Source: an optimization exercise on an open RTL-to-GDS flow (aim: small area, a short achievable clock period and few clock cycles). Production flows keep margins and buffers that such runs may drop. Where RTL was checked, it was by simulation tests only, not by an equivalence proof against the original. No functional check of the RTL was part of runs 5 and 6. Power is estimated from default activity; no workload was simulated.

--- flow/config.mk ---
export PLATFORM = sky130hd
export DESIGN_NAME = tia_render
export DESIGN_NICKNAME = tia_render
export VERILOG_FILES = /design/flow/design.v
export SDC_FILE = /design/flow/constraint.sdc
export NUM_CORES = 4
export LEC_CHECK = 0
export ABC_AREA = 1
export CAP_MARGIN = 20
export CORE_MARGIN = 2
export CORE_UTILIZATION = 60
export CTS_BUF_LIST = sky130_fd_sc_hd__clkbuf_8
export CTS_CLUSTER_DIAMETER = 50
export CTS_CLUSTER_SIZE = 12
export SETUP_SLACK_MARGIN = 5
export SLEW_MARGIN = 20
--- flow/constraint.sdc ---
create_clock -name core_clock -period 8.0 [get_ports {clk}]
set_input_delay 1.6000 -clock core_clock [delete_from_list [all_inputs] [get_ports {clk}]]
set_output_delay 1.6000 -clock core_clock [all_outputs]
set_load 0.01 [all_outputs]
--- flow/design.v ---
module tia_render (
    input  wire        clk,
    input  wire        rst,
    input  wire        cmd_valid,
    output wire        cmd_ready,
    input  wire [2:0]  cmd_op,
    input  wire [5:0]  cmd_addr,
    input  wire [7:0]  cmd_data,
    input  wire [8:0]  cmd_x,       
    input  wire [8:0]  cmd_y,       
    output reg         pix_valid,
    output reg  [8:0]  pix_y,
    output reg  [7:0]  pix_x,
    output reg  [6:0]  pix_color,
    output reg         rd_valid,
    output wire [14:0] rd_data
);
    localparam K_PW = 2'd0;    
    localparam K_R  = 2'd1;    
    localparam K_J  = 2'd2;    
    localparam R_VBLANK = 5'd0,  R_NUSIZ0 = 5'd1,  R_NUSIZ1 = 5'd2,  R_COLUP0 = 5'd3;
    localparam R_COLUP1 = 5'd4,  R_COLUPF = 5'd5,  R_COLUBK = 5'd6,  R_CTRLPF = 5'd7;
    localparam R_REFP0  = 5'd8,  R_REFP1  = 5'd9,  R_PF0    = 5'd10, R_PF1    = 5'd11;
    localparam R_PF2    = 5'd12, R_GRP0   = 5'd13, R_GRP1   = 5'd14, R_ENAM0  = 5'd15;
    localparam R_ENAM1  = 5'd16, R_ENABL  = 5'd17, R_VDELP0 = 5'd18, R_VDELP1 = 5'd19;
    localparam R_VDELBL = 5'd20, R_RESMP0 = 5'd21, R_RESMP1 = 5'd22;
    localparam R_POS    = 5'd24;  
    localparam R_RD     = 5'd30;  
    localparam R_CLR    = 5'd31;  
    reg       in_ok;
    reg [1:0] in_k;
    reg [9:0] in_a;
    reg [7:0] in_b;
    reg [4:0] in_idx;
    reg       in_reg;
    wire       in_xle0 = cmd_x[8] || (cmd_x[7:0] == 8'd0);
    wire       in_xbig = !cmd_x[8] && (cmd_x[7:0] > 8'd160);
    wire [7:0] in_bcol = (in_xle0 || in_xbig) ? 8'd159 : cmd_x[7:0] - 8'd1;
    wire [9:0] in_brow = in_xle0 ? {1'b0, cmd_y} - 10'd1 : {1'b0, cmd_y};
    wire [7:0] in_sp = (cmd_data >= 8'd160) ? cmd_data - 8'd160 : cmd_data;
    always @(*) begin
        in_reg = 1'b1;
        in_idx = 5'd0;
        case (cmd_addr)
            6'h01: in_idx = R_VBLANK;
            6'h04: in_idx = R_NUSIZ0;
            6'h05: in_idx = R_NUSIZ1;
            6'h06: in_idx = R_COLUP0;
            6'h07: in_idx = R_COLUP1;
            6'h08: in_idx = R_COLUPF;
            6'h09: in_idx = R_COLUBK;
            6'h0A: in_idx = R_CTRLPF;
            6'h0B: in_idx = R_REFP0;
            6'h0C: in_idx = R_REFP1;
            6'h0D: in_idx = R_PF0;
            6'h0E: in_idx = R_PF1;
            6'h0F: in_idx = R_PF2;
            6'h1B: in_idx = R_GRP0;
            6'h1C: in_idx = R_GRP1;
            6'h1D: in_idx = R_ENAM0;
            6'h1E: in_idx = R_ENAM1;
            6'h1F: in_idx = R_ENABL;
            6'h25: in_idx = R_VDELP0;
            6'h26: in_idx = R_VDELP1;
            6'h27: in_idx = R_VDELBL;
            6'h28: in_idx = R_RESMP0;
            6'h29: in_idx = R_RESMP1;
            default: in_reg = 1'b0;
        endcase
    end
    always @(*) begin
        in_ok = 1'b0;
        in_k  = K_PW;
        in_a  = {5'd0, in_idx};
        in_b  = cmd_data;
        case (cmd_op)
            3'd0: begin
                if (cmd_addr == 6'h2C) begin
                    in_ok = 1'b1;
                    in_a  = {5'd0, R_CLR};
                end else begin
                    in_ok = in_reg;
                end
            end
            3'd1: begin
                in_ok = (cmd_addr[2:0] < 3'd5);
                in_a  = {5'd0, R_POS + {2'b00, cmd_addr[2:0]}};
                in_b  = in_sp;
            end
            3'd2: begin
                in_ok = 1'b1;
                in_k  = K_R;
                in_a  = in_brow;
                in_b  = in_bcol;
            end
            3'd3: begin
                in_ok = 1'b1;
                in_k  = K_J;
                in_a  = in_brow;
                in_b  = in_bcol;
            end
            3'd4: begin
                in_ok = 1'b1;
                in_a  = {5'd0, R_RD};
            end
            default: ;
        endcase
    end
    reg       ir_valid;
    reg [1:0] ir_k;
    reg [9:0] ir_a;
    reg       ready_r;
    reg [7:0] ir_b;
    reg       pw_valid, pw_ph2;
    reg [4:0] pw_idx;
    reg [7:0] pw_d;
    reg [9:0] e_row;
    reg [7:0] e_col;
    reg [9:0] p_row;
    reg [7:0] p_col;
    reg       active, last;
    reg       vblank1;
    reg [5:0] nusiz0, nusiz1;      
    reg       ctrl_ref;
    reg [1:0] ctrl_bsz;
    reg       refp0, refp1;
    reg [3:0] pf0;
    reg [7:0] pf1, pf2;
    reg [7:0] grp0, grp1, pgrp0, pgrp1;
    reg       enam0, enam1, enabl, penabl;
    reg       vdelp0, vdelp1, vdelbl;
    reg       resmp0, resmp1;
    reg [7:0] pos0, pos1, pos2, pos3, pos4;
    reg [6:0] colup0, colup1, colupf, colubk;
    reg       ctrl_score, ctrl_prio;
    reg [14:0] cx;
    wire [9:0] ei_row = (e_col == 8'd159) ? e_row + 10'd1 : e_row;
    wire [7:0] ei_col = (e_col == 8'd159) ? 8'd0 : e_col + 8'd1;
    wire [9:0] bm_row = ir_a;
    wire [7:0] bm_col = ir_b;
    wire bm_gt = ($signed(bm_row) > $signed(p_row)) ||
                 (bm_row == p_row && bm_col > p_col);
    wire ir_R = ir_valid && (ir_k == K_R);
    wire ir_J = ir_valid && (ir_k == K_J);
    wire ir_P = ir_valid && (ir_k == K_PW);
    wire pw_col   = (pw_idx >= R_COLUP0) && (pw_idx <= R_CTRLPF);
    wire ir_col   = (ir_a[4:0] >= R_COLUP0) && (ir_a[4:0] <= R_CTRLPF);
    wire pw_free  = !pw_valid || pw_ph2 || (last && !pw_col);
    wire load     = ir_R && bm_gt && last;
    wire jump     = ir_J && last;
    wire advance  = active && !last;
    wire pw_apply = pw_valid && !pw_ph2 && last;
    wire ir_cons = ir_P ? pw_free : (ir_R ? (last || !bm_gt) : (ir_J ? last : 1'b0));
    assign cmd_ready = ready_r;
    wire take = cmd_valid && ready_r;
    wire eq_bm = (ei_row == bm_row) && (ei_col == bm_col);
    wire eq_p  = (ei_row == p_row) && (ei_col == p_col);
    wire ir_valid_n = take ? in_ok : (ir_valid && !ir_cons);
    wire ir_pw_n    = take ? (in_k == K_PW) : (ir_k == K_PW);
    wire pw_fill    = ir_P && pw_free;
    wire pw_valid_n = pw_fill || (pw_valid && !pw_ph2 && !(pw_apply && !pw_col));
    wire pw_ph2_n   = !pw_fill && pw_apply && pw_col;
    wire pw_col_n   = pw_fill ? ir_col : pw_col;
    wire last_n     = load ? eq_bm : (advance ? eq_p : 1'b1);
    wire pw_free_n  = !pw_valid_n || pw_ph2_n || (last_n && !pw_col_n);
    wire ready_n    = !ir_valid_n || (ir_pw_n ? pw_free_n : last_n);
    always @(posedge clk) begin
        if (rst) begin
            ir_valid <= 1'b0;
            ready_r  <= 1'b1;
            pw_valid <= 1'b0;
            pw_ph2   <= 1'b0;
            e_row    <= 10'h3FF;
            e_col    <= 8'd159;
            p_row    <= 10'h3FF;
            p_col    <= 8'd159;
            active   <= 1'b0;
            last     <= 1'b1;
        end else begin
            ir_valid <= ir_valid_n;
            ready_r  <= ready_n;
            pw_valid <= pw_valid_n;
            pw_ph2   <= pw_ph2_n;
            if (load || advance) begin
                e_row <= ei_row;
                e_col <= ei_col;
            end else if (jump) begin
                e_row <= bm_row;
                e_col <= bm_col;
            end
            if (load || jump) begin
                p_row <= bm_row;
                p_col <= bm_col;
            end
            active <= load || advance;
            last   <= last_n;
        end
    end
    always @(posedge clk) begin
        if (take) begin
            ir_k <= in_k;
            ir_a <= in_a;
            ir_b <= in_b;
        end
        if (pw_fill) begin
            pw_idx <= ir_a[4:0];
            pw_d   <= ir_b;
        end
    end
    wire       w1  = pw_apply;
    wire       w2  = pw_valid && pw_ph2;
    wire [7:0] wd  = rst ? 8'd0 : pw_d;
    always @(posedge clk) begin
        if (rst || (w1 && pw_idx == R_VBLANK)) vblank1 <= wd[1];
        if (rst || (w1 && pw_idx == R_NUSIZ0)) nusiz0 <= {wd[5:4], 1'b0, wd[2:0]};
        if (rst || (w1 && pw_idx == R_NUSIZ1)) nusiz1 <= {wd[5:4], 1'b0, wd[2:0]};
        if (rst || (w1 && pw_idx == R_CTRLPF)) begin ctrl_ref <= wd[0]; ctrl_bsz <= wd[5:4]; end
        if (rst || (w1 && pw_idx == R_REFP0))  refp0 <= wd[3];
        if (rst || (w1 && pw_idx == R_REFP1))  refp1 <= wd[3];
        if (rst || (w1 && pw_idx == R_PF0))    pf0 <= wd[7:4];
        if (rst || (w1 && pw_idx == R_PF1))    pf1 <= wd;
        if (rst || (w1 && pw_idx == R_PF2))    pf2 <= wd;
        if (rst || (w1 && pw_idx == R_GRP0))   grp0 <= wd;
        if (rst || (w1 && pw_idx == R_GRP1))   grp1 <= wd;
        if (rst || (w1 && pw_idx == R_GRP1))   pgrp0 <= rst ? 8'd0 : grp0;
        if (rst || (w1 && pw_idx == R_GRP0))   pgrp1 <= rst ? 8'd0 : grp1;
        if (rst || (w1 && pw_idx == R_ENAM0))  enam0 <= wd[1];
        if (rst || (w1 && pw_idx == R_ENAM1))  enam1 <= wd[1];
        if (rst || (w1 && pw_idx == R_ENABL))  enabl <= wd[1];
        if (rst || (w1 && pw_idx == R_ENABL))  penabl <= rst ? 1'b0 : enabl;
        if (rst || (w1 && pw_idx == R_VDELP0)) vdelp0 <= wd[0];
        if (rst || (w1 && pw_idx == R_VDELP1)) vdelp1 <= wd[0];
        if (rst || (w1 && pw_idx == R_VDELBL)) vdelbl <= wd[0];
        if (rst || (w1 && pw_idx == R_RESMP0)) resmp0 <= wd[1];
        if (rst || (w1 && pw_idx == R_RESMP1)) resmp1 <= wd[1];
        if (rst || (w1 && pw_idx == R_POS + 5'd0)) pos0 <= wd;
        if (rst || (w1 && pw_idx == R_POS + 5'd1)) pos1 <= wd;
        if (rst || (w1 && pw_idx == R_POS + 5'd2)) pos2 <= wd;
        if (rst || (w1 && pw_idx == R_POS + 5'd3)) pos3 <= wd;
        if (rst || (w1 && pw_idx == R_POS + 5'd4)) pos4 <= wd;
        if (rst || (w2 && pw_idx == R_COLUP0)) colup0 <= wd[7:1];
        if (rst || (w2 && pw_idx == R_COLUP1)) colup1 <= wd[7:1];
        if (rst || (w2 && pw_idx == R_COLUPF)) colupf <= wd[7:1];
        if (rst || (w2 && pw_idx == R_COLUBK)) colubk <= wd[7:1];
        if (rst || (w2 && pw_idx == R_CTRLPF)) begin ctrl_score <= wd[1]; ctrl_prio <= wd[2]; end
    end
    function [8:0] dsub;
        input [7:0] c;
        input [7:0] p;
        input       m;
        begin
            dsub = {1'b0, c} - {1'b0, p} - {8'd0, m};
        end
    endfunction
    function blk;
        input [5:0] h;
        input [4:0] b;
        begin
            blk = (h == {1'b0, b}) || (h == {1'b0, b} + 6'd44);
        end
    endfunction
    function copy_blk;
        input [5:0] h;
        input [2:0] k;
        begin
            case (k)
                3'd1: copy_blk = blk(h, 5'd0) || blk(h, 5'd2);
                3'd2: copy_blk = blk(h, 5'd0) || blk(h, 5'd4);
                3'd3: copy_blk = blk(h, 5'd0) || blk(h, 5'd2) || blk(h, 5'd4);
                3'd4: copy_blk = blk(h, 5'd0) || blk(h, 5'd8);
                3'd6: copy_blk = blk(h, 5'd0) || blk(h, 5'd4) || blk(h, 5'd8);
                default: copy_blk = blk(h, 5'd0);
            endcase
        end
    endfunction
    function pl_hit;
        input [8:0] r;
        input [2:0] k;
        input [7:0] g;
        input       refl;
        reg         inr;
        reg   [2:0] j;
        begin
            if (k == 3'd5)
                inr = blk(r[8:3], 5'd0) || blk(r[8:3], 5'd1);
            else if (k == 3'd7)
                inr = blk(r[8:3], 5'd0) || blk(r[8:3], 5'd1) ||
                      blk(r[8:3], 5'd2) || blk(r[8:3], 5'd3);
            else
                inr = copy_blk(r[8:3], k);
            j = (k == 3'd5) ? r[3:1] : ((k == 3'd7) ? r[4:2] : r[2:0]);
            pl_hit = inr && g[refl ? j : ~j];
        end
    endfunction
    function narrow;
        input [2:0] lo;
        input [1:0] s;
        begin
            case (s)
                2'd0: narrow = (lo == 3'd0);
                2'd1: narrow = (lo[2:1] == 2'd0);
                2'd2: narrow = !lo[2];
                default: narrow = 1'b1;
            endcase
        end
    endfunction
    wire [8:0] d_p0 = dsub(e_col, pos0, nusiz0[2] & nusiz0[0]);
    wire [8:0] d_p1 = dsub(e_col, pos1, nusiz1[2] & nusiz1[0]);
    wire [8:0] d_m0 = dsub(e_col, pos2, 1'b0);
    wire [8:0] d_m1 = dsub(e_col, pos3, 1'b0);
    wire [8:0] d_bl = dsub(e_col, pos4, 1'b0);
    wire [7:0] g0 = vdelp0 ? pgrp0 : grp0;
    wire [7:0] g1 = vdelp1 ? pgrp1 : grp1;
    wire       eb = vdelbl ? penabl : enabl;
    wire [19:0] pf_bits = {pf2[7], pf2[6], pf2[5], pf2[4], pf2[3], pf2[2], pf2[1], pf2[0],
                           pf1[0], pf1[1], pf1[2], pf1[3], pf1[4], pf1[5], pf1[6], pf1[7],
                           pf0[3], pf0[2], pf0[1], pf0[0]};
    wire [5:0]  q      = e_col[7:2];
    wire        right  = (e_col >= 8'd80);
    wire [4:0]  pf_idx = !right ? q[4:0] : (ctrl_ref ? 6'd39 - q : q - 6'd20);
    wire vis = active && !vblank1 && !rst;
    wire on_pf = vis && pf_bits[pf_idx];
    wire on_p0 = vis && pl_hit(d_p0, nusiz0[2:0], g0, refp0);
    wire on_p1 = vis && pl_hit(d_p1, nusiz1[2:0], g1, refp1);
    wire on_m0 = vis && enam0 && !resmp0 && copy_blk(d_m0[8:3], nusiz0[2:0]) && narrow(d_m0[2:0], nusiz0[5:4]);
    wire on_m1 = vis && enam1 && !resmp1 && copy_blk(d_m1[8:3], nusiz1[2:0]) && narrow(d_m1[2:0], nusiz1[5:4]);
    wire on_bl = vis && eb && blk(d_bl[8:3], 5'd0) && narrow(d_bl[2:0], ctrl_bsz);
    reg       s2_pe, s2_rd, s2_clr, s2_right, s2_blank;
    reg [8:0] s2_row;
    reg [7:0] s2_col;
    reg       s2_p0, s2_p1, s2_m0, s2_m1, s2_bl, s2_pf;
    always @(posedge clk) begin
        if (rst) begin
            s2_pe  <= 1'b0;
            s2_rd  <= 1'b0;
            s2_clr <= 1'b0;
        end else begin
            s2_pe  <= active && (e_row < 10'd262);
            s2_rd  <= pw_apply && (pw_idx == R_RD);
            s2_clr <= pw_apply && (pw_idx == R_CLR);
        end
        s2_row   <= e_row[8:0];
        s2_col   <= e_col;
        s2_right <= right;
        s2_blank <= vblank1;
        s2_p0 <= on_p0;
        s2_p1 <= on_p1;
        s2_m0 <= on_m0;
        s2_m1 <= on_m1;
        s2_bl <= on_bl;
        s2_pf <= on_pf;
    end
    wire [14:0] hits = {
        s2_m0 & s2_m1,    
        s2_p0 & s2_p1,    
        s2_bl & s2_pf,    
        s2_m1 & s2_bl,    
        s2_m1 & s2_pf,    
        s2_m0 & s2_bl,    
        s2_m0 & s2_pf,    
        s2_p1 & s2_bl,    
        s2_p1 & s2_pf,    
        s2_p0 & s2_bl,    
        s2_p0 & s2_pf,    
        s2_m1 & s2_p1,    
        s2_m1 & s2_p0,    
        s2_m0 & s2_p0,    
        s2_m0 & s2_p1     
    };
    wire [6:0] c_pf = ctrl_score ? (s2_right ? colup1 : colup0) : colupf;
    wire       a0   = s2_p0 | s2_m0;
    wire       a1   = s2_p1 | s2_m1;
    reg [6:0] comp;
    always @(*) begin
        if (s2_blank)
            comp = 7'd0;
        else if (!ctrl_prio) begin
            if (a0)         comp = colup0;
            else if (a1)    comp = colup1;
            else if (s2_bl) comp = colupf;
            else if (s2_pf) comp = c_pf;
            else            comp = colubk;
        end else begin
            if (s2_bl)      comp = colupf;
            else if (s2_pf) comp = c_pf;
            else if (a0)    comp = colup0;
            else if (a1)    comp = colup1;
            else            comp = colubk;
        end
    end
    assign rd_data = cx;
    always @(posedge clk) begin
        if (rst) begin
            pix_valid <= 1'b0;
            rd_valid  <= 1'b0;
            cx        <= 15'd0;
        end else begin
            pix_valid <= s2_pe;
            rd_valid  <= s2_rd;
            cx        <= s2_clr ? 15'd0 : (cx | hits);
        end
        pix_y     <= s2_row;
        pix_x     <= s2_col;
        pix_color <= comp;
    end
endmodule
--- flow/run.sh ---
#!/bin/bash
# synth_recipe.tcl (not shown) runs the flow's synth.tcl, then flattens the netlist and writes it again
# the make line also repeats each setting of config.mk as NAME=value (left out here)
make -C /OpenROAD-flow-scripts/flow DESIGN_CONFIG=/design/flow/config.mk WORK_HOME=/design/flow/orfs CLKGATE_MAP_FILE= SYNTH_SCRIPT=/design/flow/synth_recipe.tcl finish
==> reports/metrics.csv, run 1 <==
stage,metric,value,unit
synthesis,synth_fp_nets,2001,
sta,slew_headroom,0.280,
synthesis,syn-cell-area,0.0159,mm2
die,initial_core_util,0.610,
detailed_routing,vias,13000,
worst_setup_path,worstPathRequired,8.26,ns
synthesis,synth_area_leaders,"edfxtp_1, dfxtp_1, nand2_1, inv_1, ha_1",
worst_setup_path,timing.rr.start,nusiz1[0]$_DFFE_PP_,
synthesis,synth_edf_count,180,
pwr,power_density,185,mW/mm2
worst_hold_path,min_from,s2_row[7]$_DFF_P_,
worst_setup_path,critPathMaxFanout,5,
cts,cts.sinks,291,
detailed_routing,detail-route-antenna-nets,0,
detailed_routing,first_pass_iters,6,
worst_hold_path,min_to,pix_y[7]$_DFF_P_,
worst_setup_path,crit_path_start,cmd_x[5],
worst_setup_path,cp_cell_sequence,clkdlybuf4s50_1 > nor2_2 > nand3_1 > inv_1 > a21oi_4 > clkinv_2 > nand2_1 > xor2_1 > a221oi_1 > a21oi_1,
sta,fmax,0.336,GHz
sta,maxSlewViolCount,0,
global_routing,grt_pass1_vias,12500,
synthesis,synth_top_area_frac,0.340,
place,portBuffers,79,
cts,clockBufferDepth,3,
global_routing,gr-total-overflow,0,
worst_setup_path,crit_family,buffers and inverters,
worst_hold_path,min_path_type,register to register,
pwr,ir_drop,0.170,mV
detailed_routing,vias_per_cell,5.56,
cts,cts_buffers,34,
cts,insertion_delay,0.53,ns
detailed_routing,avgRoutedWirePerCell,16.8,um
sta,hold_viol_final,0,
worst_setup_path,reg2reg_depth,16,
die,die_h,167,um
global_routing,antenna_found_initial,0,
cells_and_area,drive_gt1_frac,0.0889,
outcome,status,timing/DRC/antenna clean,
worst_setup_path,crit_buf_inv,3,
synthesis,synth_ff_type,edfxtp_1,
worst_setup_path,r2r_slack,5.11,ns
cells_and_area,postLayoutCoreUtil,0.693,
worst_setup_path,setup.worst_path.start_class,input port,
synthesis,avgSynthCellArea,8.50,um2
detailed_routing,drc,0,
synthesis,ys_seq_area_frac,0.480,
sta,min_period_over_period,0.373,
cells_and_area,area_growth,13.6,%
die,fp-row-count,59,
cts,cts.htree.levels,2,
worst_setup_path,cp_slowest_cell,clkdlybuf4s50_1,
die,io-pin-count,80,
sta,skew,0.0210,ns
worst_setup_path,path_class,input port to register,
synthesis,synthArstFlopShare,0,
cts,cts_root_buffer,clkbuf_8,
synthesis,yosysWarningCount,1,
global_routing,grt_util_all_layers,0.279,
cts,cts_tree,built,
synthesis,ys_ff_latch,291,
worst_setup_path,worstSetupEndpointType,register,
place,dp_hpwl,28100,um
synthesis,synthCells,1869,
die,dieArea,0.0278,mm2
pwr,p_leak,8.50,nW
sta,tns,0,ns
worst_setup_path,reg2reg_to,s2_p1$_DFF_P_,
synthesis,yosysTopAreaCell,edfxtp_1,
global_routing,grt_pass1_wl,62400,um
worst_hold_path,hold_depth,0,
die,core,0.0261,mm2
synthesis,synthDistinctLibCells,57,
detailed_routing,wl,39400,um
cts,path_clk_slew,0.08,ns
place,place.gp.congestion,0.933,
run,drv_cap,0,
cells_and_area,antenna_cells,0,
sta,period_minus_slack,2.98,ns
cells_and_area,final_nets,2110,
die,dieWidth,167,um
worst_setup_path,max_stage_delay,0.58,ns
sta,setup_violations,0,
worst_setup_path,arrival,3.24,ns
sta,tightestPinTransition,1.08,ns
sta,rsz0062_at_grt,true,
global_routing,grt_max_degree,55,
detailed_routing,drt_iter0_drc,1103,
-- kinds of logic (layout without fill, tap and decap cells) --
group | Yosys count | count (layout) | share of synthesized area
adder cells (fa/ha/maj) | 94 | 94 | 0.0773
multiplexers | 16 | 16 | 0.0113
AO/OA/AOI/OAI | 322 | 322 | 0.119
XOR/XNOR | 56 | 56 | 0.0313
flip-flops | 291 | 291 | 0.480
AND/OR/NAND/NOR | 748 | 748 | 0.197
buffers and inverters | 342 | 476 | 0.0836
-- flip-flops by register name, summed over array words and instances (netlist names), 8 cells and up --
signal,count
pos1,8
pf2,8
ir_b,8
pgrp0,8
pix_x,8
pos3,8
pos4,8
p_col,8
pix_y,9
pgrp1,8
ir_a,10
pf1,8
e_col,8
s2_col,8
pos2,8
cx,15
p_row,10
pw_d,8
e_row,10
grp0,8
pos0,8
s2_row,9
grp1,8
-- layer usage --
layer / vias to the layer above / wire length [um] / track usage
li1: 6417 / - / -
met1: 6055 / 16800 / 0.367
met2: 438 / 19200 / 0.484
met3: 96 / 2260 / 0.0333
met4: 0 / 1110 / 0.0900
met5: - / 0 / 0
-- worst max-delay path by stage --
stage | depth (start not counted) | endpoint
floorplan | 4 | grp0[0]$_DFFE_PP_
global placement | 10 | ready_r$_SDFF_PP1_
detailed placement | 10 | ready_r$_SDFF_PP1_
CTS | 1 | pix_y[8]
global route | 16 | s2_p1$_DFF_P_
finish | 10 | ir_a[2]$_DFFE_PP_
-- cell type report --
cell class                      instances  area (um2)
Clock buffer                           36         495
Clock inverter                         25         126
Fill cell                            2136        8010
Inverter                              311        1190
Multi-Input combinational cell       1236        7180
Sequential cell                       291        7650
Tap cell                              335         419
Timing Repair Buffer                  102         982
Timing Repair inverter                  2        10.0
-- cells in the final DEF, fill, tap and decap left out, types with 5 or more instances in the layout --
cell	instances
nand2_1	421
inv_1	306
edfxtp_1	180
nor2_1	147
o21ai_0	116
dfxtp_1	104
nand3_1	95
a21oi_1	87
ha_1	87
o211ai_1	38
clkbuf_8	37
clkdlybuf4s50_1	36
xor2_1	33
nand4_1	23
dlygate4sd2_1	23
buf_4	19
o21ai_1	17
dlymetal6s2s_1	17
mux2_2	16
nor3_1	12
nand3b_1	10
xnor2_1	10
xor2_2	10
inv_2	8
nor2_2	8
clkinv_2	8
a221oi_1	8
clkinvlp_4	7
o31ai_1	6
nand2_2	6
dfxtp_4	6
nand3_2	5
o21ai_2	5
fa_1	5
-- synthesized netlist by cell type, types with 3 or more instances --
| cell type | count |
|---|---|
| dfxtp_1 | 111 |
| or2_2 | 4 |
| nand3_2 | 4 |
| o21ai_1 | 11 |
| clkbuf_1 | 17 |
| nand3_1 | 96 |
| buf_1 | 3 |
| edfxtp_1 | 180 |
| nor3_1 | 13 |
| a31oi_1 | 5 |
| a21o_1 | 4 |
| xor2_1 | 42 |
| buf_6 | 4 |
| o21ai_0 | 127 |
| o211ai_1 | 38 |
| and2_1 | 3 |
| nor2_1 | 156 |
| a22oi_1 | 3 |
| ha_1 | 87 |
| a21oi_1 | 92 |
| o2111ai_1 | 4 |
| inv_1 | 302 |
| o221ai_1 | 4 |
| nand2_2 | 3 |
| nand3b_1 | 10 |
| buf_2 | 4 |
| a221oi_1 | 8 |
| o31ai_1 | 6 |
| fa_1 | 7 |
| o21bai_1 | 3 |
| nand4_1 | 23 |
| mux2_2 | 16 |
| inv_2 | 7 |
| nand2_1 | 426 |
| o21a_1 | 3 |
| a22o_1 | 3 |
| xnor2_1 | 13 |
-- what timing repair did --
action,CTS,global route
hold buffers,0,0
resized for setup,56,62
setup endpoints to repair,147,109
buffers inserted,5,8
cloned,1,1
pin swaps,4,7
-- power by group --
part / total, mW / internal (mW) / switching, mW
Sequential: 1.71 / 1.67 / 0.0487
Combinational: 0.663 / 0.239 / 0.423
Clock: 0.962 / 0.429 / 0.534
-- worst register-to-register path, stage by stage, from the launching register on --
cell	delay, ns
edfxtp_1	0.37
nand2_2	0.11
fa_2	0.38
fa_2	0.38
inv_1	0.07
nand2_1	0.04
nand2_1	0.05
nand2_1	0.07
or2_2	0.30
nand2_1	0.13
nand2_1	0.08
nand3_2	0.10
xor2_2	0.17
nand3_1	0.09
o21ai_1	0.14
nand3b_1	0.12
a21oi_2	0.19
-- metrics by stage --
stage               std cells  hold slack (ns)  instance area (um2)  worst slack (ns)  power (mW)
finish                   2338            0.313                18100              5.02        3.34
global route             2338            0.316                18100              4.93        3.51
CTS                      2327            0.321                17700              5.00        3.33
detailed placement       2260            0.314                17000              4.11        2.38
global placement         2260            0.310                17000              4.10        2.36
floorplan                1869            0.310                15900              4.97        2.20
Testbench counts, summed over its fixed seeds: cycles 172,451.
==> run 2: changes to the inputs <==
--- a/flow/config.mk
+++ b/flow/config.mk
@@ -9,8 +9,9 @@
 export CAP_MARGIN = 20
 export CORE_MARGIN = 2
-export CORE_UTILIZATION = 60
+export CORE_UTILIZATION = 40
 export CTS_BUF_LIST = sky130_fd_sc_hd__clkbuf_8
 export CTS_CLUSTER_DIAMETER = 50
 export CTS_CLUSTER_SIZE = 12
+export PLACE_DENSITY = 0.75
 export SETUP_SLACK_MARGIN = 5
 export SLEW_MARGIN = 20
==> run 2 against run 1 <==
- routed wire length down 1.4%
- clock power grew 12%
- cell count rose by 7.9%
- cell area grew 0.63%
- flip-flop and latch count unchanged
- register-to-register slack is essentially flat
- largest cell class unchanged
==> reports/metrics.csv, run 2 <==
stage,metric,value,unit,change
sta,maxSlewViolCount,0,,unchanged
cells_and_area,final_common_cell,nand2_1,,
place,dpl_cell_area,0.0173,mm2,+1.4%
cells_and_area,top_register,cx,,
sta,slew_headroom,0.240,,-0.0401
synthesis,syn-cell-area,0.0159,mm2,unchanged
detailed_routing,detail-route-antenna-nets,0,,unchanged
die,dieWidth,203,um,+22%
synthesis,synth_compound_area_frac,0.119,,unchanged
detailed_routing,avgRoutedWirePerCell,15.4,um,-8.6%
cells_and_area,final_area,0.0182,mm2,+0.63%
sta,min_period_over_period,0.377,,+0.00412
worst_setup_path,cp-endpoint,pos1[0]$_DFFE_PP_,,
cells_and_area,multi_input_area,0.00708,mm2,-1.3%
cts,cts.sinks,291,,unchanged
pwr,finalPower,3.45,mW,+3.2%
sta,skew,0.0299,ns,+0.00885 ns
sta,tns,0,ns,unchanged
global_routing,grt_pass1_vias,12800,,+2.8%
worst_setup_path,worstSetupEndpointType,register,,
place,place.gp.congestion,0.938,,+0.50%
synthesis,synthMuxAreaShare,0.0113,,unchanged
die,core,0.0395,mm2,+51%
cells_and_area,drive_gt1_frac,0.0776,,-0.0113
outcome,status,timing/DRC/antenna clean,,
cts,insertion_delay,0.57,ns,+0.04 ns
synthesis,synthArstFlopShare,0,,unchanged
worst_setup_path,worstPathRequired,8.20,ns,-0.06 ns
synthesis,yosysWarningCount,1,,unchanged
cells_and_area,mostFrequentLayoutCells,"nand2_1, inv_1, edfxtp_1",,
place,placed_cells,2449,,+8.4%
synthesis,synth_area_leaders,"edfxtp_1, dfxtp_1, nand2_1, inv_1, ha_1",,
cts,path_clk_slew,0.08,ns,about the same
sta,period_minus_slack,3.01,ns,+0.0329 ns
detailed_routing,first_pass_iters,6,,unchanged
worst_hold_path,hold_depth,0,,unchanged
die,dieArea,0.0413,mm2,+49%
sta,rsz0062_at_grt,true,,
synthesis,ys_seq_area_frac,0.480,,unchanged
worst_setup_path,arrival,3.21,ns,-0.03 ns
synthesis,ys_top_cells_by_count,"nand2_1, inv_1, edfxtp_1, nor2_1, o21ai_0",,
worst_setup_path,critPathMaxFanout,54,,+49
worst_setup_path,r2r_slack,5.12,ns,about the same
worst_setup_path,crit_family,buffers and inverters,,
cts,clockBufferDepth,3,,unchanged
cells_and_area,final_nets,2106,,-0.19%
die,io-pin-count,80,,unchanged
die,initial_core_util,0.403,,-0.207
synthesis,synthDistinctLibCells,57,,unchanged
synthesis,synth_ff_type,edfxtp_1,,
die,fp-row-count,73,,+24%
worst_setup_path,path_class,input port to register,,
cells_and_area,finalNonFillerCells,2523,,+7.9%
detailed_routing,drt_iter0_drc,1223,,+11%
sta,setup_violations,0,,unchanged
sta,hold_viol_final,0,,unchanged
synthesis,synth-simple-area-share,0.197,,unchanged
synthesis,ys_ff_latch,291,,unchanged
detailed_routing,vias_per_cell,5.21,,-6.4%
detailed_routing,wl,38800,um,-1.4%
worst_setup_path,cp_cell_sequence,buf_2 > buf_6 > clkinv_1 > buf_4 > o21ai_0,,
worst_setup_path,crit_path_start,rst,,
place,dp_hpwl,27700,um,-1.4%
cts,cts_hold_buffers,0,,unchanged
global_routing,grt_max_degree,55,,unchanged
pwr,ir_drop,0.0938,mV,-45%
global_routing,grt_util_all_layers,0.186,,-0.0927
worst_setup_path,crit_buf_inv,4,,+1
synthesis,synth_fp_nets,2001,,unchanged
cells_and_area,postLayoutCoreUtil,0.460,,-0.232
sta,fmax,0.332,GHz,-1.1%
worst_setup_path,reg2reg_depth,13,,-3
cts,cts_tree,built,,
sta,tightestPinTransition,1.14,ns,+0.0600 ns
run,drv_cap,0,,unchanged
cts,cts_buffers,35,,+2.9%
pwr,power_density,190,mW/mm2,+2.6%
worst_hold_path,min_path_type,register to register,,
synthesis,synth_top_family_by_area,simple AND/OR/NAND/NOR gates,,
cells_and_area,largest_reg_flops,15,,unchanged
detailed_routing,vias,13100,,+1.1%
cells_and_area,nFillCells,3697,,+73%
worst_setup_path,setup.worst_path.start_class,input port,,
synthesis,yosys.area_share.xor_xnor,0.0313,,unchanged
synthesis,yosysMostFrequentCell,nand2_1,,
cells_and_area,antenna_cells,0,,unchanged
worst_setup_path,cp_slowest_cell,o21ai_0,,
synthesis,yosysTopAreaCell,edfxtp_1,,
global_routing,gr-total-overflow,0,,unchanged
synthesis,synth_fa_ha_area_frac,0.0773,,unchanged
cts,cts_root_buffer,clkbuf_8,,
global_routing,antenna_found_initial,0,,unchanged
synthesis,synth_edf_count,180,,unchanged
synthesis,avgSynthCellArea,8.50,um2,unchanged
cts,cts.htree.levels,2,,unchanged
worst_setup_path,crit_cells,5,,-5
global_routing,grt_pass1_wl,62400,um,about the same
cells_and_area,seqCellArea,0.00764,mm2,about the same
worst_setup_path,max_stage_delay,0.45,ns,-0.13 ns
die,die_h,203,um,+22%
place,portBuffers,79,,unchanged
synthesis,synth_top_area_frac,0.340,,unchanged
cells_and_area,area_growth,14.4,%,
worst_setup_path,reg2reg_to,s2_p1$_DFF_P_,,
worst_setup_path,timing.rr.start,nusiz1[0]$_DFFE_PP_,,
synthesis,synthCells,1869,,unchanged
pwr,p_leak,8.45,nW,-0.58%
detailed_routing,drc,0,,unchanged
run 2: changes by cell type in the layout (fill, tap and decap cells not counted), moves of 4 or more:
cell,change
xor2_1,+5
o21ai_1,+5
clkdlybuf4s50_1,-8
dlygate4sd2_1,+22
dlymetal6s2s_1,-12
clkinv_2,-7
inv_6,+4
o21ai_2,-5
xor2_2,-5
run 2: through the flow:
step / setup WS (ns) / hold slack [ns]
4_1_cts: 4.99 / 0.326
3_3_place_gp: 4.28 / 0.313
5_1_grt: 4.87 / 0.333
3_5_place_dp: 4.04 / 0.312
2_1_floorplan: 4.97 / 0.310
6_report: 4.99 / 0.323
run 2: report_power, final:
group / switching (mW) / internal (mW) / total (mW)
Clock: 0.559 / 0.519 / 1.08
Sequential: 0.0504 / 1.67 / 1.72
Combinational: 0.418 / 0.233 / 0.651
run 2: cell type report:
| type | instances | area share |
|---|---|---|
| Sequential cell | 291 | 0.421 |
| Clock buffer | 38 | 0.0288 |
| Multi-Input combinational cell | 1237 | 0.390 |
| Timing Repair Buffer | 98 | 0.0489 |
| Clock inverter | 23 | 0.0101 |
| Tap cell | 525 | 0.0362 |
| Inverter | 311 | 0.0654 |
run 2: kinds of logic (layout without fill, tap and decap cells):
family / count (synthesis) / count (layout)
flops: 291 / 291
mux: 16 / 16
xor+xnor: 56 / 56
simple gates: 748 / 749
compound gates: 322 / 322
buf+inv: 342 / 470
fa+ha+maj: 94 / 94
run 2: layer usage:
metal / global-route usage / part of all wire
met5: 0 / 0
met4: 0.0800 / 0.038
met1: 0.227 / 0.40
met3: 0.0305 / 0.079
met2: 0.326 / 0.48
run 2: timing repair:
| action | in CTS | in global routing |
|---|---|---|
| pin swaps | 2 | 9 |
| gates resized for setup | 62 | 36 |
| setup buffers | 1 | 11 |
| cloned | 0 | 1 |
| setup endpoints to repair | 171 | 110 |
run 2: how the worst min path moves through the flow:
stage / end / slack (ns) / start
floorplan: pix_x[0]$_DFF_P_ / 0.31 / s2_col[0]$_DFF_P_
global placement: pix_x[0]$_DFF_P_ / 0.31 / s2_col[0]$_DFF_P_
detailed placement: pix_y[7]$_DFF_P_ / 0.31 / s2_row[7]$_DFF_P_
CTS: pix_y[8]$_DFF_P_ / 0.33 / s2_row[8]$_DFF_P_
global route: pix_y[8]$_DFF_P_ / 0.33 / s2_row[8]$_DFF_P_
finish: pix_x[2]$_DFF_P_ / 0.32 / s2_col[2]$_DFF_P_
==> run 3: changes to the inputs <==
--- a/flow/config.mk
+++ b/flow/config.mk
@@ -13,5 +13,4 @@
 export CTS_CLUSTER_DIAMETER = 50
 export CTS_CLUSTER_SIZE = 12
-export PLACE_DENSITY = 0.75
 export SETUP_SLACK_MARGIN = 5
 export SLEW_MARGIN = 20
==> run 3 against run 2 <==
- still clean
- non-clock buffer count increased by 14
- hold slack worse by 0.0025 ns
- routed wire length grew 4.3%
- die area did not move
- core utilization rose by 0.53 points
- global-route usage up 1.0 points
- setup slack improved by 0.14 ns
- clock power barely moved
- largest cell class unchanged
==> reports/metrics.csv, run 3 <==
stage,metric,value,unit,change
place,placed_cells,2450,,+0.041%
worst_setup_path,r2r_slack,5.21,ns,+0.09 ns
die,dieArea,0.0413,mm2,unchanged
worst_setup_path,worstSetupEndpointType,register,,
worst_setup_path,setup.worst_path.start_class,input port,,
synthesis,yosysMostFrequentCell,nand2_1,,
detailed_routing,drt_iter0_drc,965,,-21%
synthesis,avgSynthCellArea,8.50,um2,unchanged
sta,tightestPinTransition,1.04,ns,-0.0960 ns
cells_and_area,final_area,0.0184,mm2,+1.1%
place,dp_hpwl,28900,um,+4.4%
sta,hold_viol_final,0,,unchanged
cts,cts_tree,built,,
global_routing,antenna_found_initial,0,,unchanged
cts,cts_root_buffer,clkbuf_8,,
sta,min_period_over_period,0.359,,-0.0178
place,dp_slack,4.05,ns,+0.00576 ns
detailed_routing,detail-route-antenna-nets,0,,unchanged
place,portBuffers,79,,unchanged
die,initial_core_util,0.403,,unchanged
synthesis,yosysWarningCount,1,,unchanged
detailed_routing,drc,0,,unchanged
cells_and_area,drive_gt1_frac,0.0929,,+0.0153
synthesis,synth_area_leaders,"edfxtp_1, dfxtp_1, nand2_1, inv_1, ha_1",,
detailed_routing,vias_per_cell,5.03,,-3.4%
cells_and_area,final_common_cell,nand2_1,,
global_routing,grt_pass1_wl,64500,um,+3.3%
detailed_routing,wl,40500,um,+4.3%
synthesis,ys_top_cells_by_count,"nand2_1, inv_1, edfxtp_1, nor2_1, o21ai_0",,
cells_and_area,mostFrequentLayoutCells,"nand2_1, inv_1, edfxtp_1",,
detailed_routing,first_pass_iters,5,,-1
detailed_routing,vias,12800,,-2.8%
sta,fmax,0.348,GHz,+5.0%
outcome,status,timing/DRC/antenna clean,,
sta,rsz0062_at_grt,true,,
cells_and_area,largest_reg_flops,15,,unchanged
sta,maxSlewViolCount,0,,unchanged
synthesis,ys_ff_latch,291,,unchanged
sta,period_minus_slack,2.87,ns,-0.143 ns
cts,cts.sinks,291,,unchanged
cells_and_area,nFillCells,3832,,+3.7%
cells_and_area,final_nets,2120,,+0.66%
sta,setup_slack,5.13,ns,+0.143 ns
cells_and_area,area_growth,15.7,%,
pwr,p_leak,8.50,nW,+0.55%
cts,cts.htree.levels,2,,unchanged
die,die_h,203,um,unchanged
cells_and_area,top_register,cx,,
synthesis,ys_seq_area_frac,0.480,,unchanged
global_routing,grt_util_all_layers,0.197,,+0.0104
pwr,power_density,188,mW/mm2,-0.90%
sta,skew,0.0139,ns,-0.0160 ns
die,io-pin-count,80,,unchanged
die,core,0.0395,mm2,unchanged
synthesis,syn-cell-area,0.0159,mm2,unchanged
global_routing,grt_pass1_vias,12400,,-3.4%
sta,slew_headroom,0.304,,+0.0641
worst_setup_path,worstPathRequired,8.30,ns,+0.10 ns
cts,path_clk_slew,0.08,ns,about the same
place,place.gp.congestion,0.881,,-6.1%
cts,insertion_delay,0.57,ns,about the same
synthesis,yosysTopAreaCell,edfxtp_1,,
run,drv_cap,0,,unchanged
synthesis,synth_edf_count,180,,unchanged
worst_setup_path,critPathMaxFanout,5,,-91%
die,fp-row-count,73,,unchanged
synthesis,synth_ff_type,edfxtp_1,,
cts,cts_hold_buffers,0,,unchanged
worst_hold_path,min_path_type,register to register,,
synthesis,synthDistinctLibCells,57,,unchanged
synthesis,synth_top_area_frac,0.340,,unchanged
cts,clockBufferDepth,3,,unchanged
synthesis,synthArstFlopShare,0,,unchanged
cells_and_area,finalNonFillerCells,2539,,+0.63%
die,dieWidth,203,um,unchanged
pwr,ir_drop,0.114,mV,+21%
cts,cts_buffers,35,,unchanged
worst_setup_path,path_class,input port to register,,
cells_and_area,antenna_cells,0,,unchanged
synthesis,synth_fp_nets,2001,,unchanged
place,dpl_cell_area,0.0173,mm2,+0.10%
global_routing,gr-total-overflow,0,,unchanged
detailed_routing,avgRoutedWirePerCell,15.9,um,+3.6%
global_routing,grt_max_degree,55,,unchanged
synthesis,synthCells,1869,,unchanged
worst_setup_path,arrival,3.17,ns,-0.04 ns
sta,setup_violations,0,,unchanged
sta,tns,0,ns,unchanged
[run 3: changes by cell type in the layout (fill, tap and decap cells not counted), moves of 5 or more]
cell	previous run	this run
o21ai_1	22	16
clkinvlp_4	4	11
dfxtp_4	3	8
buf_4	18	30
o21ai_0	116	122
[run 3: per-layer routing]
layer / wire length [um] / track usage / up-vias
li1: - / - / 6437
met1: 18200 / 0.259 / 5933
met2: 19200 / 0.335 / 338
met3: 2070 / 0.0278 / 66
met4: 1050 / 0.0623 / 0
met5: 0 / 0 / -
[run 3: repair_timing]
item,CTS,global route
gates cloned,1,0
gates resized for setup,65,50
buffers inserted,10,15
pin swaps,4,5
setup endpoints to repair,217,44
[run 3: through the flow]
stage / utilization / power [mW] / hold slack, ns
final: 0.466 / 3.45 / 0.321
after global routing: 0.466 / 3.65 / 0.327
after CTS: 0.458 / 3.47 / 0.325
after detailed placement: 0.438 / 2.38 / 0.312
after global placement: 0.437 / 2.37 / 0.311
after floorplan: - / 2.20 / 0.310
[run 3: layout make-up]
cell class / count / area [um2] / area share
Clock buffer: 38 / 523 / 0.0285
Clock inverter: 25 / 193 / 0.0105
Inverter: 311 / 1200 / 0.0652
Multi-Input combinational cell: 1236 / 7130 / 0.388
Sequential cell: 291 / 7660 / 0.417
Tap cell: 525 / 657 / 0.0358
Timing Repair Buffer: 112 / 1010 / 0.0549
Timing Repair inverter: 1 / 3.75 / 0.000204
[run 3: where the power goes]
part	switching (mW)	internal [mW]
combinational	0.415	0.237
sequential	0.0522	1.67
clock	0.567	0.517
[run 3: cell families (layout without fill, tap and decap cells)]
kind of cell             count (synthesis)  after routing  synth area share
AND/OR/NAND/NOR                        748            748             0.197
AO/OA/AOI/OAI                          322            322             0.119
adder cells (fa/ha/maj)                 94             94            0.0773
flip-flops                             291            291             0.480
XOR/XNOR                                56             56            0.0313
multiplexers                            16             16            0.0113
buffers and inverters                  342            487            0.0836
[run 3: path summary, 6_finish.rpt]
check / from / cells after the start / endpoint
setup reg to reg: e_col[5]$_SDFFE_PP0P_ / 18 / ready_r$_SDFF_PP1_
hold reg to reg: s2_col[3]$_DFF_P_ / 0 / pix_x[3]$_DFF_P_
hold / removal: s2_col[3]$_DFF_P_ / 0 / pix_x[3]$_DFF_P_
setup / recovery: cmd_x[3] / 8 / ir_a[2]$_DFFE_PP_
[run 3: critical path: stages]
cell and delay, ns:
clkdlybuf4s50_1 0.48, nor3b_2 0.28, a21oi_2 0.10, clkinv_2 0.11, nand2_2 0.06, xor2_1 0.14
a221oi_1 0.28, a21oi_1 0.12
==> run 4: changes to the inputs <==
--- a/flow/config.mk
+++ b/flow/config.mk
@@ -11,6 +11,6 @@
 export CORE_UTILIZATION = 40
 export CTS_BUF_LIST = sky130_fd_sc_hd__clkbuf_8
-export CTS_CLUSTER_DIAMETER = 50
-export CTS_CLUSTER_SIZE = 12
+export CTS_CLUSTER_DIAMETER = 40
+export CTS_CLUSTER_SIZE = 10
 export SETUP_SLACK_MARGIN = 5
 export SLEW_MARGIN = 20
==> run 4 against run 3 <==
- still clean
- flip-flop and latch count unchanged
- setup slack got worse by 0.088 ns
- first-iteration DRC count increased by 7.7%
- hold slack improved by 0.0035 ns
- die area unchanged
- clock skew up 0.015 ns
- critical path type unchanged
- critical endpoint is now ir_b[7]$_DFFE_PP_
- largest power group unchanged
==> reports/metrics.csv, run 4 <==
stage,metric,value,unit,change
outcome,status,timing/DRC/antenna clean,,
die,core,0.0395,mm2,unchanged
global_routing,antenna_found_initial,0,,unchanged
sta,rsz0062_at_grt,true,,
cts,clockBufferDepth,3,,unchanged
cells_and_area,antenna_cells,0,,unchanged
sta,period_minus_slack,2.96,ns,+0.0876 ns
worst_setup_path,worstPathRequired,8.33,ns,+0.03 ns
cells_and_area,top_register,cx,,
place,portBuffers,79,,unchanged
die,fp-row-count,73,,unchanged
synthesis,yosysTopAreaCell,edfxtp_1,,
cells_and_area,final_common_cell,nand2_1,,
cells_and_area,mostFrequentLayoutCells,"nand2_1, inv_1, edfxtp_1",,
sta,maxSlewViolCount,0,,unchanged
worst_setup_path,worstSetupEndpointType,register,,
cells_and_area,drive_gt1_frac,0.0998,,+0.00695
die,dieWidth,203,um,unchanged
cts,cts.htree.levels,2,,unchanged
synthesis,yosysWarningCount,1,,unchanged
synthesis,synthCells,1869,,unchanged
worst_setup_path,setup.worst_path.start_class,input port,,
detailed_routing,drc,0,,unchanged
cells_and_area,area_growth,17.5,%,
worst_setup_path,timing.rr.start,e_col[5]$_SDFFE_PP0P_,,
worst_setup_path,critPathMaxFanout,5,,unchanged
sta,hold_viol_final,0,,unchanged
synthesis,synth_fp_nets,2001,,unchanged
detailed_routing,drt_iter0_drc,1039,,+7.7%
synthesis,ys_ff_latch,291,,unchanged
sta,skew,0.0288,ns,+0.0149 ns
synthesis,synth_edf_count,180,,unchanged
cells_and_area,final_nets,2128,,+0.38%
worst_setup_path,reg2reg_depth,18,,unchanged
place,dp_hpwl,28900,um,unchanged
detailed_routing,wl,40700,um,+0.63%
worst_setup_path,crit_path_start,cmd_x[1],,
synthesis,avgSynthCellArea,8.50,um2,unchanged
pwr,p_leak,8.64,nW,+1.7%
die,dieArea,0.0413,mm2,unchanged
sta,tightestPinTransition,1.13,ns,+0.0860 ns
global_routing,grt_util_all_layers,0.197,,about the same
place,place.gp.congestion,0.881,,unchanged
synthesis,synthDistinctLibCells,57,,unchanged
detailed_routing,first_pass_iters,6,,+1
sta,min_period_over_period,0.370,,+0.0109
sta,setup_violations,0,,unchanged
synthesis,ys_seq_area_frac,0.480,,unchanged
detailed_routing,vias_per_cell,5.04,,+0.15%
cts,cts_buffers,47,,+34%
detailed_routing,avgRoutedWirePerCell,15.9,um,-0.16%
synthesis,synth_area_leaders,"edfxtp_1, dfxtp_1, nand2_1, inv_1, ha_1",,
die,die_h,203,um,unchanged
run,drv_cap,0,,unchanged
synthesis,synth_ff_type,edfxtp_1,,
die,initial_core_util,0.403,,unchanged
cts,cts.sinks,291,,unchanged
detailed_routing,detail-route-antenna-nets,0,,unchanged
cts,cts_root_buffer,clkbuf_8,,
synthesis,ys_top_cells_by_count,"nand2_1, inv_1, edfxtp_1, nor2_1, o21ai_0",,
cells_and_area,largest_reg_flops,15,,unchanged
cells_and_area,seqCellArea,0.00765,mm2,about the same
worst_setup_path,reg2reg_to,ready_r$_SDFF_PP1_,,
die,io-pin-count,80,,unchanged
global_routing,grt_pass1_wl,64500,um,about the same
pwr,power_density,205,mW/mm2,+9.0%
place,dp_slack,4.05,ns,unchanged
sta,tns,0,ns,unchanged
synthesis,syn-cell-area,0.0159,mm2,unchanged
global_routing,gr-total-overflow,0,,unchanged
global_routing,grt_pass1_vias,12400,,+0.29%
cells_and_area,nFillCells,3830,,-0.052%
synthesis,synthArstFlopShare,0,,unchanged
synthesis,yosysMostFrequentCell,nand2_1,,
cts,insertion_delay,0.61,ns,+0.04 ns
pwr,ir_drop,0.102,mV,-10%
cells_and_area,postLayoutCoreUtil,0.473,,+0.00748
global_routing,grt_max_degree,55,,unchanged
cts,cts_hold_buffers,0,,unchanged
cts,cts_tree,built,,
worst_hold_path,min_path_type,register to register,,
detailed_routing,vias,12900,,+0.94%
cells_and_area,multi_input_area,0.00712,mm2,-0.14%
cts,path_clk_slew,0.06,ns,-0.02 ns
sta,slew_headroom,0.246,,-0.0574
worst_setup_path,cp-endpoint,ir_b[7]$_DFFE_PP_,,
worst_setup_path,arrival,3.29,ns,+0.12 ns
worst_setup_path,path_class,input port to register,,
synthesis,synth_top_area_frac,0.340,,unchanged
sta,setup_slack,5.04,ns,-0.0876 ns
sta,fmax,0.338,GHz,-3.0%
worst_setup_path,r2r_slack,5.21,ns,about the same
## run 4: final cells by class
cell class / count / share of cell area
multi-input combinational: 1236 / 0.382
timing repair inverter: 1 / 0.000201
clock buffer: 50 / 0.0369
clock inverter: 37 / 0.0204
sequential: 291 / 0.410
timing repair buffer: 108 / 0.0517
tap: 525 / 0.0352
inverter: 311 / 0.0640
## run 4: worst min path at each step
stage                                  from          endpoint  slack [ns]  depth (start not counted)
after floorplan           s2_col[0]$_DFF_P_  pix_x[0]$_DFF_P_        0.31                          0
after global placement    s2_row[6]$_DFF_P_  pix_y[6]$_DFF_P_        0.31                          0
after detailed placement  s2_row[1]$_DFF_P_  pix_y[1]$_DFF_P_        0.31                          0
after CTS                 s2_col[1]$_DFF_P_  pix_x[1]$_DFF_P_        0.33                          0
after global routing      s2_col[1]$_DFF_P_  pix_x[1]$_DFF_P_        0.33                          0
final                     s2_col[1]$_DFF_P_  pix_x[1]$_DFF_P_        0.32                          0
## run 4: per-stage QoR
step	hold slack, ns	instances	total power, mW	instance area (um2)
after detailed placement	0.312	2450	2.38	17300
after floorplan	0.310	1869	2.20	15900
after global routing	0.327	2559	4.01	18700
after global placement	0.311	2449	2.37	17300
final	0.324	2559	3.83	18700
after CTS	0.326	2539	3.83	18300
## run 4: kinds of logic (layout without fill, tap and decap cells)
group           after synthesis  after routing  share of synthesized area
fa+ha+maj                    94             94                     0.0773
mux                          16             16                     0.0113
simple gates                748            748                      0.197
flops                       291            291                      0.480
compound gates              322            322                      0.119
xor+xnor                     56             56                     0.0313
buf+inv                     342            507                     0.0836
## run 4: per-layer routing
metal,track usage,part of all wire,vias to the layer above
met1,0.260,0.44,5964
li1,-,-,6469
met4,0.0675,0.029,0
met5,0,0,-
met2,0.333,0.47,386
met3,0.0272,0.059,75
## run 4: timing repair
item                                    4_1_cts  5_1_grt
gates resized for setup                      60       48
endpoints found under the hold margin         0        0
endpoints found under the setup margin      211       43
buffers inserted                              1       20
pin swaps                                     1        4
gates cloned                                  1        0
## run 4: report_power, final
group	switching, mW	internal, mW	leakage [nW]	total (mW)
clock	0.659	0.799	0.578	1.46
sequential	0.0519	1.67	2.72	1.72
combinational	0.415	0.236	5.34	0.650
total	1.13	2.70	8.64	3.83
## run 4: worst max-delay path: stages
cell             delay, ns
clkdlybuf4s50_1       0.48
inv_1                 0.06
ha_1                  0.17
nor3b_2               0.17
a21oi_2               0.17
clkinv_2              0.15
a2111oi_1             0.33
o221ai_1              0.16
==> run 5: changes to the inputs <==
--- a/flow/design.v
+++ b/flow/design.v
@@ -249,6 +249,13 @@
         input [7:0] p;
         input       m;
+        reg         cy;
+        integer     i;
         begin
-            dsub = {1'b0, c} - {1'b0, p} - {8'd0, m};
+            cy = !m;
+            for (i = 0; i < 8; i = i + 1) begin
+                dsub[i] = c[i] ^ ~p[i] ^ cy;
+                cy = (c[i] & ~p[i]) | (c[i] & cy) | (~p[i] & cy);
+            end
+            dsub[8] = !cy;
         end
     endfunction
--- a/flow/config.mk
+++ b/flow/config.mk
@@ -11,6 +11,6 @@
 export CORE_UTILIZATION = 40
 export CTS_BUF_LIST = sky130_fd_sc_hd__clkbuf_8
-export CTS_CLUSTER_DIAMETER = 40
-export CTS_CLUSTER_SIZE = 10
+export CTS_CLUSTER_DIAMETER = 50
+export CTS_CLUSTER_SIZE = 12
 export SETUP_SLACK_MARGIN = 5
 export SLEW_MARGIN = 20
==> run 5 against run 4 <==
- synthesized cell count down 12%
- via count down 10%
- clock power down 22%
- setup slack worse by 1.2 ns
- cell count down 12%
- sequential power about the same
- non-clock buffer count up 5
- sequential share of layout area up 3.1 points
- combinational power down 19%
- register-to-register slack worse by 1.3 ns
- clock skew down 0.0070 ns
- hold slack better by 0.0047 ns
- critical endpoint is now s2_p1$_DFF_P_
- highest routed layer unchanged
==> reports/metrics.csv, run 5 <==
stage,metric,value,unit,change
outcome,status,timing/DRC/antenna clean,,
pwr,power_density,195,mW/mm2,-5.0%
synthesis,synthCells,1649,,-12%
global_routing,grt_pass1_vias,11200,,-10%
sta,skew,0.0218,ns,-0.00703 ns
global_routing,grt_max_degree,40,,-27%
cells_and_area,drive_gt1_frac,0.127,,+0.0271
cts,clockBufferDepth,3,,unchanged
die,io-pin-count,80,,unchanged
detailed_routing,vias_per_cell,5.11,,+1.5%
worst_setup_path,path_class,register to register,,
detailed_routing,wl,37100,um,-9.0%
worst_setup_path,worstPathRequired,8.49,ns,+0.16 ns
sta,rsz0062_at_grt,true,,
sta,min_period_over_period,0.516,,+0.146
sta,setup_violations,0,,unchanged
die,fp-row-count,70,,-4.1%
detailed_routing,drt_iter0_drc,771,,-26%
pwr,combPwrFrac,0.155,,-0.015
cells_and_area,mostFrequentLayoutCells,"nand2_1, inv_1, edfxtp_1",,
place,dp_hpwl,26300,um,-9.1%
place,portBuffers,79,,unchanged
sta,period_minus_slack,4.13,ns,+1.17 ns
worst_setup_path,worstSetupEndpointType,register,,
die,dieArea,0.0386,mm2,-6.7%
pwr,pwr-share-seq,0.508,,+0.059
cts,cts_buffers,36,,-23%
worst_setup_path,cp_cell_sequence,nand2_4 > fa_2 > fa_2 > fa_2 > fa_2 > fa_2 > fa_2 > fa_1 > inv_1 > fa_1 > nand3_1 > nand4_1 > nor2_1 > o221ai_1 > nor3_1,,
global_routing,antenna_found_initial,0,,unchanged
pwr,p_clk_frac,0.336,,-0.045
cells_and_area,final_common_cell,nand2_1,,
synthesis,syn-cell-area,0.0148,mm2,-6.8%
die,dieWidth,196,um,-3.4%
detailed_routing,detail-route-antenna-nets,0,,unchanged
sta,slew_headroom,0.249,,+0.00207
cts,path_clk_slew,0.08,ns,+0.02 ns
worst_hold_path,min_path_type,register to register,,
worst_setup_path,max_stage_delay,0.44,ns,-0.04 ns
synthesis,synth_edf_count,180,,unchanged
synthesis,synth_area_leaders,"edfxtp_1, dfxtp_1, nand2_1, inv_1, fa_1",,
cells_and_area,final_nets,1882,,-12%
cts,cts_tree,built,,
cells_and_area,top_register,cx,,
cells_and_area,largest_reg_flops,15,,unchanged
sta,hold_viol_final,0,,unchanged
synthesis,synth_ff_type,edfxtp_1,,
worst_setup_path,critPathMaxFanout,2,,-3
worst_setup_path,cp_slowest_cell,fa_1,,
synthesis,yosysMostFrequentCell,nand2_1,,
detailed_routing,vias,11600,,-10%
pwr,swShare,0.282,,-0.0116
pwr,p_switching,0.954,mW,-15%
cts,cts_root_buffer,clkbuf_8,,
sta,whs,0.329,ns,+0.00469 ns
sta,tns,0,ns,unchanged
global_routing,grt_pass1_wl,58800,um,-8.9%
global_routing,gr-total-overflow,0,,unchanged
place,dpl_cell_area,0.0162,mm2,-6.3%
sta,tightestPinTransition,1.13,ns,-0.00310 ns
cells_and_area,antenna_cells,0,,unchanged
synthesis,ys_seq_area_frac,0.515,,+0.0350
worst_setup_path,setup.worst_path.start_class,register,,
detailed_routing,first_pass_iters,6,,unchanged
sta,fmax,0.242,GHz,-28%
die,die_h,196,um,-3.4%
worst_setup_path,arrival,4.62,ns,+1.33 ns
detailed_routing,drc,0,,unchanged
synthesis,synth_top_area_frac,0.365,,+0.0248
run,drv_cap,0,,unchanged
synthesis,synth_fp_nets,1762,,-12%
cts,cts.sinks,291,,unchanged
detailed_routing,avgRoutedWirePerCell,16.4,um,+2.9%
place,place.gp.congestion,0.889,,+0.93%
cts,insertion_delay,0.57,ns,-0.04 ns
synthesis,synthArstFlopShare,0,,unchanged
pwr,p_int,2.42,mW,-10%
pwr,finalPower,3.38,mW,-12%
worst_setup_path,crit_family,adder cells,,
die,initial_core_util,0.405,,+0.00283
synthesis,ys_top_cells_by_count,"nand2_1, inv_1, edfxtp_1, nor2_1, o21ai_0",,
cts,cts.htree.levels,2,,unchanged
sta,maxSlewViolCount,0,,unchanged
synthesis,synthDistinctLibCells,55,,-3.5%
pwr,p_leak,7.78,nW,-10%
die,core,0.0365,mm2,-7.4%
cells_and_area,area_growth,17.1,%,
synthesis,ys_ff_latch,291,,unchanged
synthesis,yosysTopAreaCell,edfxtp_1,,
pwr,ir_drop,0.0837,mV,-18%
synthesis,yosysWarningCount,1,,unchanged
cells_and_area,final_area,0.0173,mm2,-7.1%
cells_and_area,postLayoutCoreUtil,0.475,,+0.00151
global_routing,grt_util_all_layers,0.193,,-0.00380
worst_setup_path,crit_buf_inv,1,,-2
worst_setup_path,cpMostUsedCell,fa_2,,
synthesis,avgSynthCellArea,8.98,um2,+5.6%
[run 5: final timing paths]
path / from / endpoint / slack (ns) / cells after the start
hold / removal: s2_row[7]$_DFF_P_ / pix_y[7]$_DFF_P_ / 0.33 / 0
hold reg to reg: s2_row[7]$_DFF_P_ / pix_y[7]$_DFF_P_ / 0.33 / 0
setup reg to reg: nusiz1[2]$_DFFE_PP_ / s2_p1$_DFF_P_ / 3.87 / 15
setup / recovery: nusiz1[2]$_DFFE_PP_ / s2_p1$_DFF_P_ / 3.87 / 15
[run 5: logic make-up after synthesis]
group	count (synthesis)	share of synthesized area
buffers and inverters	302	0.0797
AO/OA/AOI/OAI	260	0.0995
adder cells (fa/ha/maj)	75	0.0821
XOR/XNOR	24	0.0142
AND/OR/NAND/NOR	681	0.197
multiplexers	16	0.0119
flip-flops	291	0.515
[run 5: layout make-up]
cell class / instances / area (um2)
Clock buffer: 39 / 537
Clock inverter: 26 / 228
Fill cell: 3466 / 19200
Inverter: 269 / 1030
Multi-Input combinational cell: 1057 / 6300
Sequential cell: 291 / 7640
Tap cell: 468 / 586
Timing Repair Buffer: 113 / 1020
Timing Repair inverter: 1 / 5.00
[run 5: what timing repair did]
| item | CTS | global route |
|---|---|---|
| hold buffers | 0 | 0 |
| pin swaps | 31 | 19 |
| gates cloned | 0 | 2 |
| endpoints found under the hold margin | 0 | 0 |
| setup buffers | 19 | 7 |
| gates resized for setup | 100 | 34 |
| setup endpoints to repair | 215 | 41 |
[run 5: power by group through the flow]
| stage | registers, mW | clock network, mW | logic, mW |
|---|---|---|---|
| global placement | 1.75 | 0 | 0.490 |
| CTS | 1.72 | 1.17 | 0.510 |
| finish | 1.72 | 1.14 | 0.524 |
| floorplan | 1.73 | 0 | 0.367 |
| global route | 1.73 | 1.22 | 0.593 |
| detailed placement | 1.75 | 0 | 0.499 |
[run 5: layer usage]
layer,global-route usage,routed length [um],up-vias
met1,0.246,16200,5468
li1,-,-,5709
met3,0.0275,1970,60
met5,0,0,-
met4,0.0617,847,0
met2,0.340,18000,338
[run 5: metrics by stage]
| step | worst slack, ns | cells |
|---|---|---|
| after floorplan | 4.02 | 1649 |
| after global placement | 3.89 | 2171 |
| after detailed placement | 3.80 | 2171 |
| after CTS | 3.86 | 2255 |
| after global routing | 3.74 | 2264 |
| final | 3.87 | 2264 |
==> run 6: changes to the inputs <==
--- a/flow/design.v
+++ b/flow/design.v
@@ -249,13 +249,34 @@
         input [7:0] p;
         input       m;
-        reg         cy;
+        reg   [7:0] g, t, gg, tt;
         integer     i;
         begin
-            cy = !m;
             for (i = 0; i < 8; i = i + 1) begin
-                dsub[i] = c[i] ^ ~p[i] ^ cy;
-                cy = (c[i] & ~p[i]) | (c[i] & cy) | (~p[i] & cy);
+                g[i] = c[i] & ~p[i];
+                t[i] = ~(c[i] ^ p[i]);
             end
-            dsub[8] = !cy;
+            g[0] = g[0] | (t[0] & !m);
+            gg = g;
+            tt = t;
+            for (i = 1; i < 8; i = i + 2) begin
+                gg[i] = g[i] | (t[i] & g[i-1]);
+                tt[i] = t[i] & t[i-1];
+            end
+            g = gg;
+            t = tt;
+            for (i = 2; i < 8; i = i + 4) begin
+                gg[i]   = g[i]   | (t[i]   & g[i-1]);
+                tt[i]   = t[i]   & t[i-1];
+                gg[i+1] = g[i+1] | (t[i+1] & g[i-1]);
+                tt[i+1] = t[i+1] & t[i-1];
+            end
+            g = gg;
+            t = tt;
+            for (i = 4; i < 8; i = i + 1)
+                gg[i] = g[i] | (t[i] & g[3]);
+            dsub[0] = ~(c[0] ^ p[0]) ^ !m;
+            for (i = 1; i < 8; i = i + 1)
+                dsub[i] = ~(c[i] ^ p[i]) ^ gg[i-1];
+            dsub[8] = !gg[7];
         end
     endfunction
==> run 6 against run 5 <==
- setup slack better by 1.2 ns
- global-route usage shrank 0.17 points
- synthesized cell count is 7.6% higher
- critical endpoint unchanged
- highest routed layer unchanged
==> reports/metrics.csv, run 6 <==
stage,metric,value,unit,change
outcome,status,timing/DRC/antenna clean,,
synthesis,synth_fp_nets,1896,,+7.6%
worst_setup_path,arrival,3.44,ns,-1.18 ns
global_routing,grt_pass1_vias,11900,,+6.9%
sta,whs,0.318,ns,-0.0111 ns
die,dieArea,0.0404,mm2,+4.6%
sta,maxSlewViolCount,0,,unchanged
cts,cts_buffers,37,,+2.8%
sta,setup_violations,0,,unchanged
global_routing,grt_util_all_layers,0.192,,-0.00166
die,initial_core_util,0.403,,-0.00237
sta,min_period_over_period,0.368,,-0.147
detailed_routing,first_pass_iters,5,,-1
sta,fmax,0.339,GHz,+40%
synthesis,yosys.area_share.xor_xnor,0.0277,,+0.0135
synthesis,yosysMostFrequentCell,nand2_1,,
synthesis,synthDistinctLibCells,64,,+16%
global_routing,grt_pass1_wl,61800,um,+5.2%
place,portBuffers,79,,unchanged
cells_and_area,drive_gt1_frac,0.112,,-0.0153
place,dp_hpwl,27700,um,+5.4%
cells_and_area,area_growth,16.6,%,
cells_and_area,mostFrequentLayoutCells,"nand2_1, inv_1, edfxtp_1",,
global_routing,gr-total-overflow,0,,unchanged
sta,setup_slack,5.05,ns,+1.18 ns
global_routing,grt_max_degree,54,,+35%
detailed_routing,vias,12400,,+6.8%
synthesis,synthCells,1775,,+7.6%
synthesis,avgSynthCellArea,8.73,um2,-2.7%
sta,tns,0,ns,unchanged
sta,skew,0.0275,ns,+0.00575 ns
synthesis,synth_ff_type,edfxtp_1,,
cts,cts.htree.levels,2,,unchanged
worst_setup_path,path_class,register to register,,
run 6: changes by cell type after synthesis, moves of 5 or more:
cell / before / now
a21oi_1: 63 / 74
buf_6: 3 / 9
fa_1: 37 / 15
ha_1: 38 / 68
inv_1: 264 / 287
nand2_1: 358 / 381
nor2_1: 146 / 159
nor3_1: 16 / 22
o211ai_1: 13 / 18
o21ai_0: 132 / 116
xnor2_1: 5 / 17
xor2_1: 19 / 25
run 6: cells by family (layout without fill, tap and decap cells):
kind of cell	count (synthesis)	after routing
simple gates	735	736
buf+inv	331	480
mux	16	16
flops	291	291
xor+xnor	45	45
compound gates	274	275
fa+ha+maj	83	83
run 6: power by group:
| group | leakage [nW] | switching (mW) | internal [mW] |
|---|---|---|---|
| clock | 0.417 | 0.581 | 0.534 |
| combinational | 5.21 | 0.380 | 0.227 |
| sequential | 2.72 | 0.0526 | 1.67 |
run 6: per-stage QoR:
stage                     utilization  cell area [um2]  power (mW)  std cells
after global placement          0.438            16800        2.31       2346
after global routing            0.470            18100        3.62       2444
after CTS                       0.460            17700        3.45       2418
after detailed placement        0.438            16900        2.32       2347
final                           0.470            18100        3.44       2444
after floorplan                     -            15500        2.16       1775
run 6: timing repair:
item / 4_1_cts / 5_1_grt
resized for setup: 69 / 45
hold buffers: 0 / 0
endpoints found under the setup margin: 110 / 57
gates cloned: 1 / 1
buffers inserted: 4 / 24
pin swaps: 5 / 26
run 6: final timing paths:
kind                      endpoint  slack, ns  depth (start not counted)           startpoint
hold reg to reg   pix_x[0]$_DFF_P_       0.32                          0    s2_col[0]$_DFF_P_
hold / removal    pix_x[0]$_DFF_P_       0.32                          0    s2_col[0]$_DFF_P_
setup / recovery     s2_p1$_DFF_P_       5.05                         13  nusiz1[0]$_DFFE_PP_
setup reg to reg     s2_p1$_DFF_P_       5.05                         13  nusiz1[0]$_DFFE_PP_
run 6: final cells by class:
cell class                      instances  area [um2]
Tap cell                              518         648
Inverter                              294        1130
Fill cell                            3765       20400
Clock inverter                         24         176
Sequential cell                       291        7630
Clock buffer                           42         578
Multi-Input combinational cell       1155        6850
Timing Repair Buffer                  120        1070
run 6: layer usage:
layer	wire length (um)	global-route usage	share of wire	vias to the layer above
li1	-	-	-	6143
met1	16800	0.234	0.43	5830
met2	19100	0.338	0.49	293
met3	1820	0.0307	0.046	93
met4	1450	0.0733	0.037	0
met5	0	0	0	-
run 6: worst max-delay path, stage by stage, from the launching register on:
cell and delay (ns):
edfxtp_1 0.40, nand2_2 0.10, fa_2 0.37, fa_2 0.39, fa_1 0.57, inv_2 0.06, a22oi_2 0.17, nand2_1 0.12
xor2_2 0.21, nand3b_1 0.13, nand2_1 0.05, nand2_1 0.06, nand4_1 0.10, nor2_1 0.15

Re-timed with assumed drivers on the ports (clkbuf_16 on the clock, buf_2 on other inputs), run 6 has 5.053 ns of setup slack against 5.053 ns with ideal ports, and 4.481 ns once port delays also move by the mid clock arrival of 0.601 ns.
